Context: an optimization exercise on an open-source flow, tuned for small area. The choices shown serve that exercise and are no tape-out recipe.
Only the layout flow was run in this run; the RTL was not checked for function there.
No activity file was given, so power comes from the tool's default toggle rates.

`design/flow/run.sh`:
```
#!/bin/bash
# synth_recipe.tcl (not shown) runs the flow's synth.tcl, then flattens the netlist and writes it again
# the make line also repeats each setting of config.mk as NAME=value (left out here)
make -C /OpenROAD-flow-scripts/flow DESIGN_CONFIG=/design/flow/config.mk WORK_HOME=/design/flow/orfs CLKGATE_MAP_FILE= SYNTH_SCRIPT=/design/flow/synth_recipe.tcl finish
```
`design/flow/config.mk`:
```
export PLATFORM = sky130hd
export DESIGN_NAME = tinyrf_core
export DESIGN_NICKNAME = tinyrf_core
export VERILOG_FILES = /design/flow/design.v
export SDC_FILE = /design/flow/constraint.sdc
export NUM_CORES = 4
export LEC_CHECK = 0
export CAP_MARGIN = 20
export CORE_MARGIN = 2
export CORE_UTILIZATION = 40
export PLACE_DENSITY = 0.6
export SLEW_MARGIN = 20
```
`design/flow/constraint.sdc`:
```
create_clock -name core_clock -period 10.0 [get_ports {clk}]
set_input_delay 2.0000 -clock core_clock [delete_from_list [all_inputs] [get_ports {clk}]]
set_output_delay 2.0000 -clock core_clock [all_outputs]
set_load 0.01 [all_outputs]
```
`design/flow/design.v`:
```
module tinyrf_enc (
    input  wire        clk,
    input  wire        rst,
    input  wire [9:0]  cfg_err,
    input  wire [7:0]  cfg_p,
    input  wire [3:0]  cfg_s,
    input  wire [3:0]  cfg_r,
    input  wire [10:0] cfg_tec,
    input  wire [7:0]  cfg_addr,
    input  wire        tx_start,
    input  wire [7:0]  tx_cmd,
    output reg         carrier,
    output wire        busy,
    output wire        fault_cfg,       
    output wire        fault_overlap    
);
    localparam ST_IDLE  = 3'd0;
    localparam ST_PRE   = 3'd1;
    localparam ST_START = 3'd2;
    localparam ST_DATA  = 3'd3;
    localparam ST_STOP  = 3'd4;
    localparam PH_BURST = 1'b0;
    localparam PH_SPACE = 1'b1;
    reg [2:0]  st;
    reg        ph;
    reg [7:0]  pc;       
    reg [3:0]  sc;       
    reg [3:0]  rc;       
    reg [4:0]  bi;       
    reg [23:0] fw;       
    reg [12:0] cnt;      
    wire [12:0] e      = {3'd0, cfg_err};
    wire [12:0] w_bit0 = e * 13'd2;
    wire [12:0] w_bit1 = e * 13'd4;
    wire [12:0] w_start = e * 13'd6;
    wire [12:0] w_stop = e * 13'd8;
    wire [12:0] w_pre_space = w_bit0 - {2'd0, cfg_tec};
    wire cfg_ok = (cfg_err != 10'd0) && (cfg_s != 4'd0) && (cfg_r != 4'd0) &&
                  ({2'd0, cfg_tec} < w_bit0);
    assign busy = (st != ST_IDLE);
    wire req = tx_start && !rst;
    assign fault_cfg     = req && !busy && !cfg_ok;
    assign fault_overlap = req && busy;
    reg [2:0]  n_st;
    reg        n_ph;
    reg [7:0]  n_pc;
    reg [3:0]  n_sc;
    reg [3:0]  n_rc;
    reg [4:0]  n_bi;
    always @(*) begin
        n_st = st;
        n_ph = ph;
        n_pc = pc;
        n_sc = sc;
        n_rc = rc;
        n_bi = bi;
        case (st)
            ST_PRE: begin
                if (ph == PH_BURST) begin
                    n_ph = PH_SPACE;
                end else begin
                    n_pc = pc + 8'd1;
                    n_ph = PH_BURST;
                    if (pc + 8'd1 == cfg_p)
                        n_st = ST_START;
                end
            end
            ST_START: begin
                if (ph == PH_BURST) begin
                    n_ph = PH_SPACE;
                end else begin
                    n_sc = sc + 4'd1;
                    n_ph = PH_BURST;
                    if (sc + 4'd1 == cfg_s) begin
                        n_st = ST_DATA;
                        n_bi = 5'd0;
                    end
                end
            end
            ST_DATA: begin
                if (ph == PH_BURST) begin
                    n_ph = PH_SPACE;
                end else begin
                    n_bi = bi + 5'd1;
                    n_ph = PH_BURST;
                    if (bi == 5'd23)
                        n_st = ST_STOP;
                end
            end
            ST_STOP: begin
                n_rc = rc + 4'd1;
                if (rc + 4'd1 == cfg_r) begin
                    n_st = ST_IDLE;
                end else begin
                    n_st = ST_START;
                    n_sc = 4'd0;
                end
            end
            default: ;
        endcase
    end
    wire        next_bit = (n_bi < 5'd24) ? fw[5'd23 - n_bi] : 1'b0;
    reg         next_lvl;
    reg  [12:0] next_w;
    always @(*) begin
        case (n_st)
            ST_PRE: begin
                next_lvl = (n_ph == PH_BURST);
                next_w   = (n_ph == PH_BURST) ? w_bit0 : w_pre_space;
            end
            ST_START: begin
                next_lvl = (n_ph == PH_BURST);
                next_w   = w_start;
            end
            ST_DATA: begin
                next_lvl = (n_ph == PH_BURST);
                next_w   = next_bit ? w_bit1 : w_bit0;
            end
            ST_STOP: begin
                next_lvl = 1'b0;
                next_w   = w_stop;
            end
            default: begin
                next_lvl = 1'b0;
                next_w   = 13'd1;
            end
        endcase
    end
    wire [23:0] new_fw   = {cfg_addr, tx_cmd, ~tx_cmd};
    wire [2:0]  first_st = (cfg_p != 8'd0) ? ST_PRE : ST_START;
    wire [12:0] first_w  = (cfg_p != 8'd0) ? w_bit0 : w_start;
    always @(posedge clk) begin
        if (rst) begin
            st      <= ST_IDLE;
            ph      <= PH_BURST;
            pc      <= 8'd0;
            sc      <= 4'd0;
            rc      <= 4'd0;
            bi      <= 5'd0;
            fw      <= 24'd0;
            cnt     <= 13'd0;
            carrier <= 1'b0;
        end else if (st == ST_IDLE) begin
            if (tx_start && cfg_ok) begin
                fw      <= new_fw;
                pc      <= 8'd0;
                sc      <= 4'd0;
                rc      <= 4'd0;
                bi      <= 5'd0;
                ph      <= PH_BURST;
                st      <= first_st;
                carrier <= 1'b1;
                cnt     <= first_w - 13'd1;
            end
        end else if (cnt != 13'd0) begin
            cnt <= cnt - 13'd1;
        end else begin
            st <= n_st;
            ph <= n_ph;
            pc <= n_pc;
            sc <= n_sc;
            rc <= n_rc;
            bi <= n_bi;
            if (n_st == ST_IDLE) begin
                carrier <= 1'b0;
                cnt     <= 13'd0;
            end else begin
                carrier <= next_lvl;
                cnt     <= next_w - 13'd1;
            end
        end
    end
endmodule
module tinyrf_dec (
    input  wire        clk,
    input  wire        rst,
    input  wire [9:0]  cfg_err,
    input  wire [3:0]  cfg_s,
    input  wire [7:0]  cfg_tries,
    input  wire        cfg_tries_inf,
    input  wire        cfg_tmo_ends,
    input  wire        rx_start,
    input  wire        rf_in,
    output wire        busy,
    output wire        done,
    output reg  [1:0]  result,
    output wire [7:0]  addr,
    output wire [7:0]  cmd,
    output wire [7:0]  inv,
    output wire        valid,
    output wire        fault_cfg,       
    output wire        fault_overlap    
);
    localparam ST_IDLE   = 3'd0;
    localparam ST_AWAIT  = 3'd1;
    localparam ST_SYNCED = 3'd2;
    localparam ST_READ   = 3'd3;
    localparam ST_DONE   = 3'd4;
    localparam RES_EMPTY      = 2'd0;
    localparam RES_FRAME      = 2'd1;
    localparam RES_INCOMPLETE = 2'd2;
    localparam RES_NOSTART    = 2'd3;
    localparam DUR_MAX = 14'h3FFF;
    reg [2:0]  st;
    reg        meas;      
    reg [13:0] tmr;       
    reg [13:0] dur;       
    reg [3:0]  sc;        
    reg [7:0]  tries;     
    reg [4:0]  n;         
    reg [23:0] acc;       
    reg        rf_prev;   
    wire [13:0] e         = {4'd0, cfg_err};
    wire [13:0] start_lo  = e * 14'd5;
    wire [13:0] start_hi  = e * 14'd7;
    wire [13:0] bit_min   = e;
    wire [13:0] bit_split = e * 14'd3;
    wire [13:0] bit_max   = e * 14'd5;
    wire [13:0] to_start  = e * 14'd14;
    wire [13:0] guard     = e * 14'd2;
    wire [13:0] to_bit    = e * 14'd10;
    wire cfg_ok = (cfg_err != 10'd0) && (cfg_s != 4'd0);
    assign busy  = (st == ST_AWAIT) || (st == ST_SYNCED) || (st == ST_READ);
    assign done  = (st == ST_DONE);
    assign addr  = acc[23:16];
    assign cmd   = acc[15:8];
    assign inv   = acc[7:0];
    assign valid = (result == RES_FRAME) && (acc[7:0] == ~acc[15:8]);
    wire req = rx_start && !rst;
    assign fault_cfg     = req && !busy && !cfg_ok;
    assign fault_overlap = req && busy;
    wire rise = rf_in && !rf_prev;
    wire fall = !rf_in;
    wire budget_spent = !cfg_tries_inf && (tries == cfg_tries);
    wire in_band  = (dur >= start_lo) && (dur <= start_hi);
    wire bit_bad  = (dur < bit_min) || (dur > bit_max);
    wire bit_one  = (dur > bit_split);
    wire [23:0] acc_next = {acc[22:0], bit_one};
    always @(posedge clk) begin
        if (rst) begin
            rf_prev <= 1'b0;
        end else begin
            rf_prev <= rf_in;
        end
    end
    always @(posedge clk) begin
        if (rst) begin
            st     <= ST_IDLE;
            meas   <= 1'b0;
            tmr    <= 14'd0;
            dur    <= 14'd0;
            sc     <= 4'd0;
            tries  <= 8'd0;
            n      <= 5'd0;
            acc    <= 24'd0;
            result <= RES_EMPTY;
        end else begin
            case (st)
                ST_IDLE, ST_DONE: begin
                    if (rx_start && cfg_ok) begin
                        sc     <= 4'd0;
                        tries  <= 8'd0;
                        n      <= 5'd0;
                        acc    <= 24'd0;
                        result <= RES_EMPTY;
                        meas   <= 1'b0;
                        tmr    <= 14'd0;
                        st     <= ST_AWAIT;
                    end
                end
                ST_AWAIT: begin
                    if (budget_spent) begin
                        result <= RES_NOSTART;
                        st     <= ST_DONE;
                    end else if (!meas) begin
                        if (rise) begin
                            meas <= 1'b1;
                            dur  <= 14'd1;
                        end else if (tmr == to_start - 14'd1) begin
                            tries <= tries + 8'd1;
                            tmr   <= 14'd0;
                            if (cfg_tmo_ends) begin
                                result <= RES_NOSTART;
                                st     <= ST_DONE;
                            end else begin
                                sc <= 4'd0;
                            end
                        end else begin
                            tmr <= tmr + 14'd1;
                        end
                    end else begin
                        if (!fall) begin
                            if (dur != DUR_MAX)
                                dur <= dur + 14'd1;
                        end else begin
                            tries <= tries + 8'd1;
                            meas  <= 1'b0;
                            tmr   <= 14'd0;
                            if (in_band) begin
                                sc <= sc + 4'd1;
                                if (sc + 4'd1 == cfg_s)
                                    st <= ST_SYNCED;
                            end else begin
                                sc <= 4'd0;
                            end
                        end
                    end
                end
                ST_SYNCED: begin
                    if (tmr == guard - 14'd1) begin
                        n    <= 5'd0;
                        acc  <= 24'd0;
                        tmr  <= 14'd0;
                        meas <= 1'b0;
                        st   <= ST_READ;
                    end else begin
                        tmr <= tmr + 14'd1;
                    end
                end
                ST_READ: begin
                    if (!meas) begin
                        if (rise) begin
                            meas <= 1'b1;
                            dur  <= 14'd1;
                        end else if (tmr == to_bit - 14'd1) begin
                            acc    <= 24'd0;
                            n      <= 5'd0;
                            result <= RES_INCOMPLETE;
                            st     <= ST_DONE;
                        end else begin
                            tmr <= tmr + 14'd1;
                        end
                    end else begin
                        if (!fall) begin
                            if (dur != DUR_MAX)
                                dur <= dur + 14'd1;
                        end else begin
                            meas <= 1'b0;
                            tmr  <= 14'd0;
                            if (bit_bad) begin
                                acc    <= 24'd0;
                                n      <= 5'd0;
                                result <= RES_INCOMPLETE;
                                st     <= ST_DONE;
                            end else begin
                                acc <= acc_next;
                                n   <= n + 5'd1;
                                if (n == 5'd23) begin
                                    result <= RES_FRAME;
                                    st     <= ST_DONE;
                                end
                            end
                        end
                    end
                end
                default: st <= ST_IDLE;
            endcase
        end
    end
endmodule
module tinyrf_core (
    input  wire        clk,
    input  wire        rst,
    input  wire [9:0]  enc_err,
    input  wire [7:0]  enc_p,
    input  wire [3:0]  enc_s,
    input  wire [3:0]  enc_r,
    input  wire [10:0] enc_tec,
    input  wire [7:0]  enc_addr,
    input  wire [9:0]  dec_err,
    input  wire [3:0]  dec_s,
    input  wire [7:0]  dec_tries,
    input  wire        dec_tries_inf,
    input  wire        dec_tmo_ends,
    input  wire        tx_start,
    input  wire [7:0]  tx_cmd,
    output wire        tx_carrier,
    output wire        tx_busy,
    input  wire        rx_start,
    input  wire        rf_in,
    output wire        rx_busy,
    output wire        rx_done,
    output wire [1:0]  rx_result,
    output wire [7:0]  rx_addr,
    output wire [7:0]  rx_cmd,
    output wire [7:0]  rx_inv,
    output wire        rx_valid,
    output reg  [2:0]  faults
);
    wire enc_fault_cfg, enc_fault_overlap;
    wire dec_fault_cfg, dec_fault_overlap;
    tinyrf_enc u_enc (
        .clk           (clk),
        .rst           (rst),
        .cfg_err       (enc_err),
        .cfg_p         (enc_p),
        .cfg_s         (enc_s),
        .cfg_r         (enc_r),
        .cfg_tec       (enc_tec),
        .cfg_addr      (enc_addr),
        .tx_start      (tx_start),
        .tx_cmd        (tx_cmd),
        .carrier       (tx_carrier),
        .busy          (tx_busy),
        .fault_cfg     (enc_fault_cfg),
        .fault_overlap (enc_fault_overlap)
    );
    tinyrf_dec u_dec (
        .clk           (clk),
        .rst           (rst),
        .cfg_err       (dec_err),
        .cfg_s         (dec_s),
        .cfg_tries     (dec_tries),
        .cfg_tries_inf (dec_tries_inf),
        .cfg_tmo_ends  (dec_tmo_ends),
        .rx_start      (rx_start),
        .rf_in         (rf_in),
        .busy          (rx_busy),
        .done          (rx_done),
        .result        (rx_result),
        .addr          (rx_addr),
        .cmd           (rx_cmd),
        .inv           (rx_inv),
        .valid         (rx_valid),
        .fault_cfg     (dec_fault_cfg),
        .fault_overlap (dec_fault_overlap)
    );
    always @(posedge clk) begin
        if (rst) begin
            faults <= 3'b000;
        end else begin
            faults <= faults | {dec_fault_overlap, enc_fault_overlap,
                                enc_fault_cfg | dec_fault_cfg};
        end
    end
endmodule
```
==> impl_metrics.yaml <==
placed_design:
  hpwl_mm: 31.4
  place_area_sq_um: 15300
  io_buffers: 115
  routabilityCongestion: 0.901
  pre_cts_ws_ns: 1.72
synthesis:
  synth_cells: 1754
  yosysWarnings: 3
  yosysUniqueCellTypes: 104
  async_flop_share_pct: 0
  synth_edf_count: 0
  synthFlopType: "dfxtp_1"
  syn_area_sq_um: 13800
  synth_fp_nets: 1981
  yosys_register_bits: 142
  ys_seq_area_share_pct: 20.6
  avgSynthCellArea_sq_um: 7.87
setup_path:
  worstSetupStartpointType: "input port"
  rrSetupSlack_ns: 4.38
  timing.rr.start: "u_enc.sc[0]$_SDFFE_PP0P_"
  cp_data_required_time_ns: 10.28
  worstPathArrival_ns: 8.09
  worstSetupPathType: "in2reg"
  endpoint_kind: "register"
  crit_fanout: 30
  reg2regPathDepth: 19
  rr_endpoint: "u_enc.cnt[8]$_SDFFE_PP0P_"
die:
  io_pins: 116
  die_x_um: 190
  die_height_um: 190
  row_count: 68
  die_area_sq_um: 36000
  coreArea_sq_um: 34300
  initial_utilization_pct: 40.2
sta:
  rsz0062_at_grt: "no"
  slew_headroom_pct: 28.9
  worst_pin_slew_ns: 1.07
  layout_setup_ws_ns: 2.19
  hold_viol: 0
  period_share_pct: 78.1
  setup_viol: 0
  fin_crit_ns: 7.81
  fin_worst_skew_ns: 0.0128
  max_freq_mhz: 128
  setup_tns_ns: 0
  drv_slew: 0
finish:
  finalNetCount: 2055
  final_cell_mix: "nor2_1 (174), nand2_1 (151), dfxtp_1 (142), ha_1 (131), a21oi_1 (124)"
  fin_area_sq_um: 15800
  nFillCells: 3433
  antenna-diode-count: 0
  final_common_cell: "nor2_1"
  layout-drive-gt1-share_pct: 5.81
  fin_util_pct: 46.2
  area_growth_pct: 14.8
power_and_ir_drop:
  power.total_uw: 2590
  clkPwrFrac_pct: 23.8
  leakage_uw: 0.00652
  vdd_drop_max_v: 0.000163
  p_sw_share_pct: 42.7
  p_per_area_nw_per_um2: 163
  seq_power_share_pct: 26.7
  combPwrFrac_pct: 49.6
  p_sw_uw: 1100
  p_int_uw: 1480
routing:
  routed_wl_mm: 40.6
  viasPerCell: 5.70
  wire_per_inst_um: 17.7
  drc_errors: 0
  ant_nets: 0
  drt_iter0_markers: 1024
  firstDrtPassIters: 5
  num_vias: 13100
worst_hold_path:
  hold_start: "u_enc.fw[13]$_SDFFE_PP0P_"
  hold_path_class: "reg2reg"
  min_to: "u_enc.fw[13]$_SDFFE_PP0P_"
  hold_depth: 2
outcome:
  status: "timing/DRC/antenna clean"
global_routing:
  grt_start_max_net_pins: 83
  grt_usage_pct: 22.3
  antenna_found_initial: 0
  grt_pass1_wl_mm: 65.4
  grt_pass1_vias: 12600
  grt-ovfl-total: 0
cts:
  root_buffer: "clkbuf_16"
  ctsHoldBuffers: 0
  cts_buffer_depth: 2
  postCtsSetupRepairBufs: 0
  clkSinkCount: 142
  post_cts_resized: 0
  insertion_delay_ns: 0.42
  path_clk_slew_ns: 0.06
  cts_buffers: 17
  htreeDepth: 4
  cts_tree: "built"
flow_run:
  cap_violations: 0
## through the flow
step,instances,hold slack (ns)
after floorplan,1754,0.433
after global placement,2264,0.438
after detailed placement,2264,0.447
after CTS,2296,0.458
after global routing,2296,0.472
final,2296,0.455
## area by class of cell
class,count,area (sq um),share of cell area (%)
multi-input cells,1456,10300,65.1
flip-flops and latches,142,2840,18.0
repair buffers,126,1230,7.76
well taps,455,569,3.60
clock buffers,22,484,3.06
inverters,85,319,2.02
clock inverters,10,81.3,0.514
## kinds of logic (layout without fill, tap and decap cells)
kind of cell / Yosys count / in the layout / synth area share (%)
and+or+nand+nor: 639 / 639 / 23.6
AOI/OAI and AO/OA: 457 / 457 / 22.1
xor gates and xnor gates: 163 / 163 / 11.1
buffers and inverters: 156 / 243 / 4.82
adders and majority gates: 145 / 145 / 13.9
DFF: 142 / 142 / 20.6
muxes: 52 / 52 / 3.85
## state kept, by name (all words and copies together) (netlist names)
register and count:
u_dec.sc 4, u_enc.sc 4, u_enc.ph 1, u_dec.acc 24
u_dec.tries 8, u_dec.n 5, u_enc.st 3, faults 3
u_enc.pc 8, u_dec.result 2, u_dec.dur 14, u_dec.rf_prev 1
u_dec.tmr 14, u_enc.cnt 13, u_dec.st 3, u_enc.rc 4
u_enc.fw 24, u_enc.bi 5, u_enc.carrier 1, u_dec.meas 1
## critical path, stage by stage
cell	delay, ns
clkdlybuf4s50_1	0.81
ha_1	0.35
ha_1	0.29
a21o_1	0.17
a21o_1	0.22
a2111oi_0	0.70
nor2_1	0.16
xnor2_1	0.43
and4_1	0.27
o32ai_1	0.10
a2111oi_0	0.92
o21ai_1	0.30
nor2_4	0.16
buf_4	0.41
a21o_1	0.69
nor2_1	0.12
## power by group through the flow
stage                     Combinational, uW  Sequential, uW  Clock [uW]
after floorplan                         955             673           0
after global routing                   1420             698         650
after CTS                              1270             688         628
final                                  1280             690         615
after global placement                 1250             700           0
after detailed placement               1260             700           0
## metal layers
metal / global-route usage [%] / share of wire, %
met5: 0 / 0
met4: 6.62 / 2.4
met3: 3.10 / 4.6
met2: 38.3 / 47
met1: 29.2 / 46
## cell usage after synthesis, drive strengths merged, types with 22 or more instances
cell type,instances,area (sq um)
o21ai,94,470
dfxtp,142,2840
nand3,52,285
nor4,26,205
ha,131,1640
a21oi,126,646
a21o,33,249
nor3,66,345
xnor2,95,832
nor2,176,668
inv,84,315
a31oi,25,163
xor2,62,562
clkbuf,60,275
and3,23,145
nand4,22,138
mux2i,44,440
o21a,22,165
nand2,151,567
## how the worst max path moves through the flow
stage                     from                    endpoint  slack [ns]  cells after the start
finish              dec_err[2]  u_dec.acc[19]$_SDFFE_PP0P_        2.19                     16
CTS                 dec_err[2]  u_dec.acc[19]$_SDFFE_PP0P_        2.16                     16
global placement    dec_err[2]   u_dec.acc[4]$_SDFFE_PP0P_        1.83                     16
detailed placement  dec_err[2]  u_dec.acc[19]$_SDFFE_PP0P_        1.72                     16
global route        dec_err[2]  u_dec.acc[19]$_SDFFE_PP0P_        1.84                     16
floorplan             enc_s[2]  u_enc.cnt[12]$_SDFFE_PP0P_        3.86                     19

==> re-timing with driven ports <==
Ports are ideal in the flow. The routed layout listed here was re-timed in OpenROAD.
Step 1 sets driving cells, clkbuf_16 on the clock port and buf_2 on the other inputs (assumed; they add their load-dependent delay and slew).
Step 2 adds t to the input delays and takes it off the output delays; t is the mean of the earliest and latest rising clock arrival at the registers after step 1. Input paths then give back, and output paths get back, about the clock's delay inside the block.
Three values: ideal, step 1, step 2; two values: the first two.
t, ns: 0.472
setup slack, ns: 2.185 / 2.214 / 1.743
latest minus earliest clock arrival (ns): 0.013 / 0.013
worst slew at a driven data input, ns: 0.06
pins driven straight from the clock port: 1
After both steps this run still meets setup and hold. For this run, drivers alone change the setup slack by +0.029 ns; drivers and shift together by -0.442 ns.
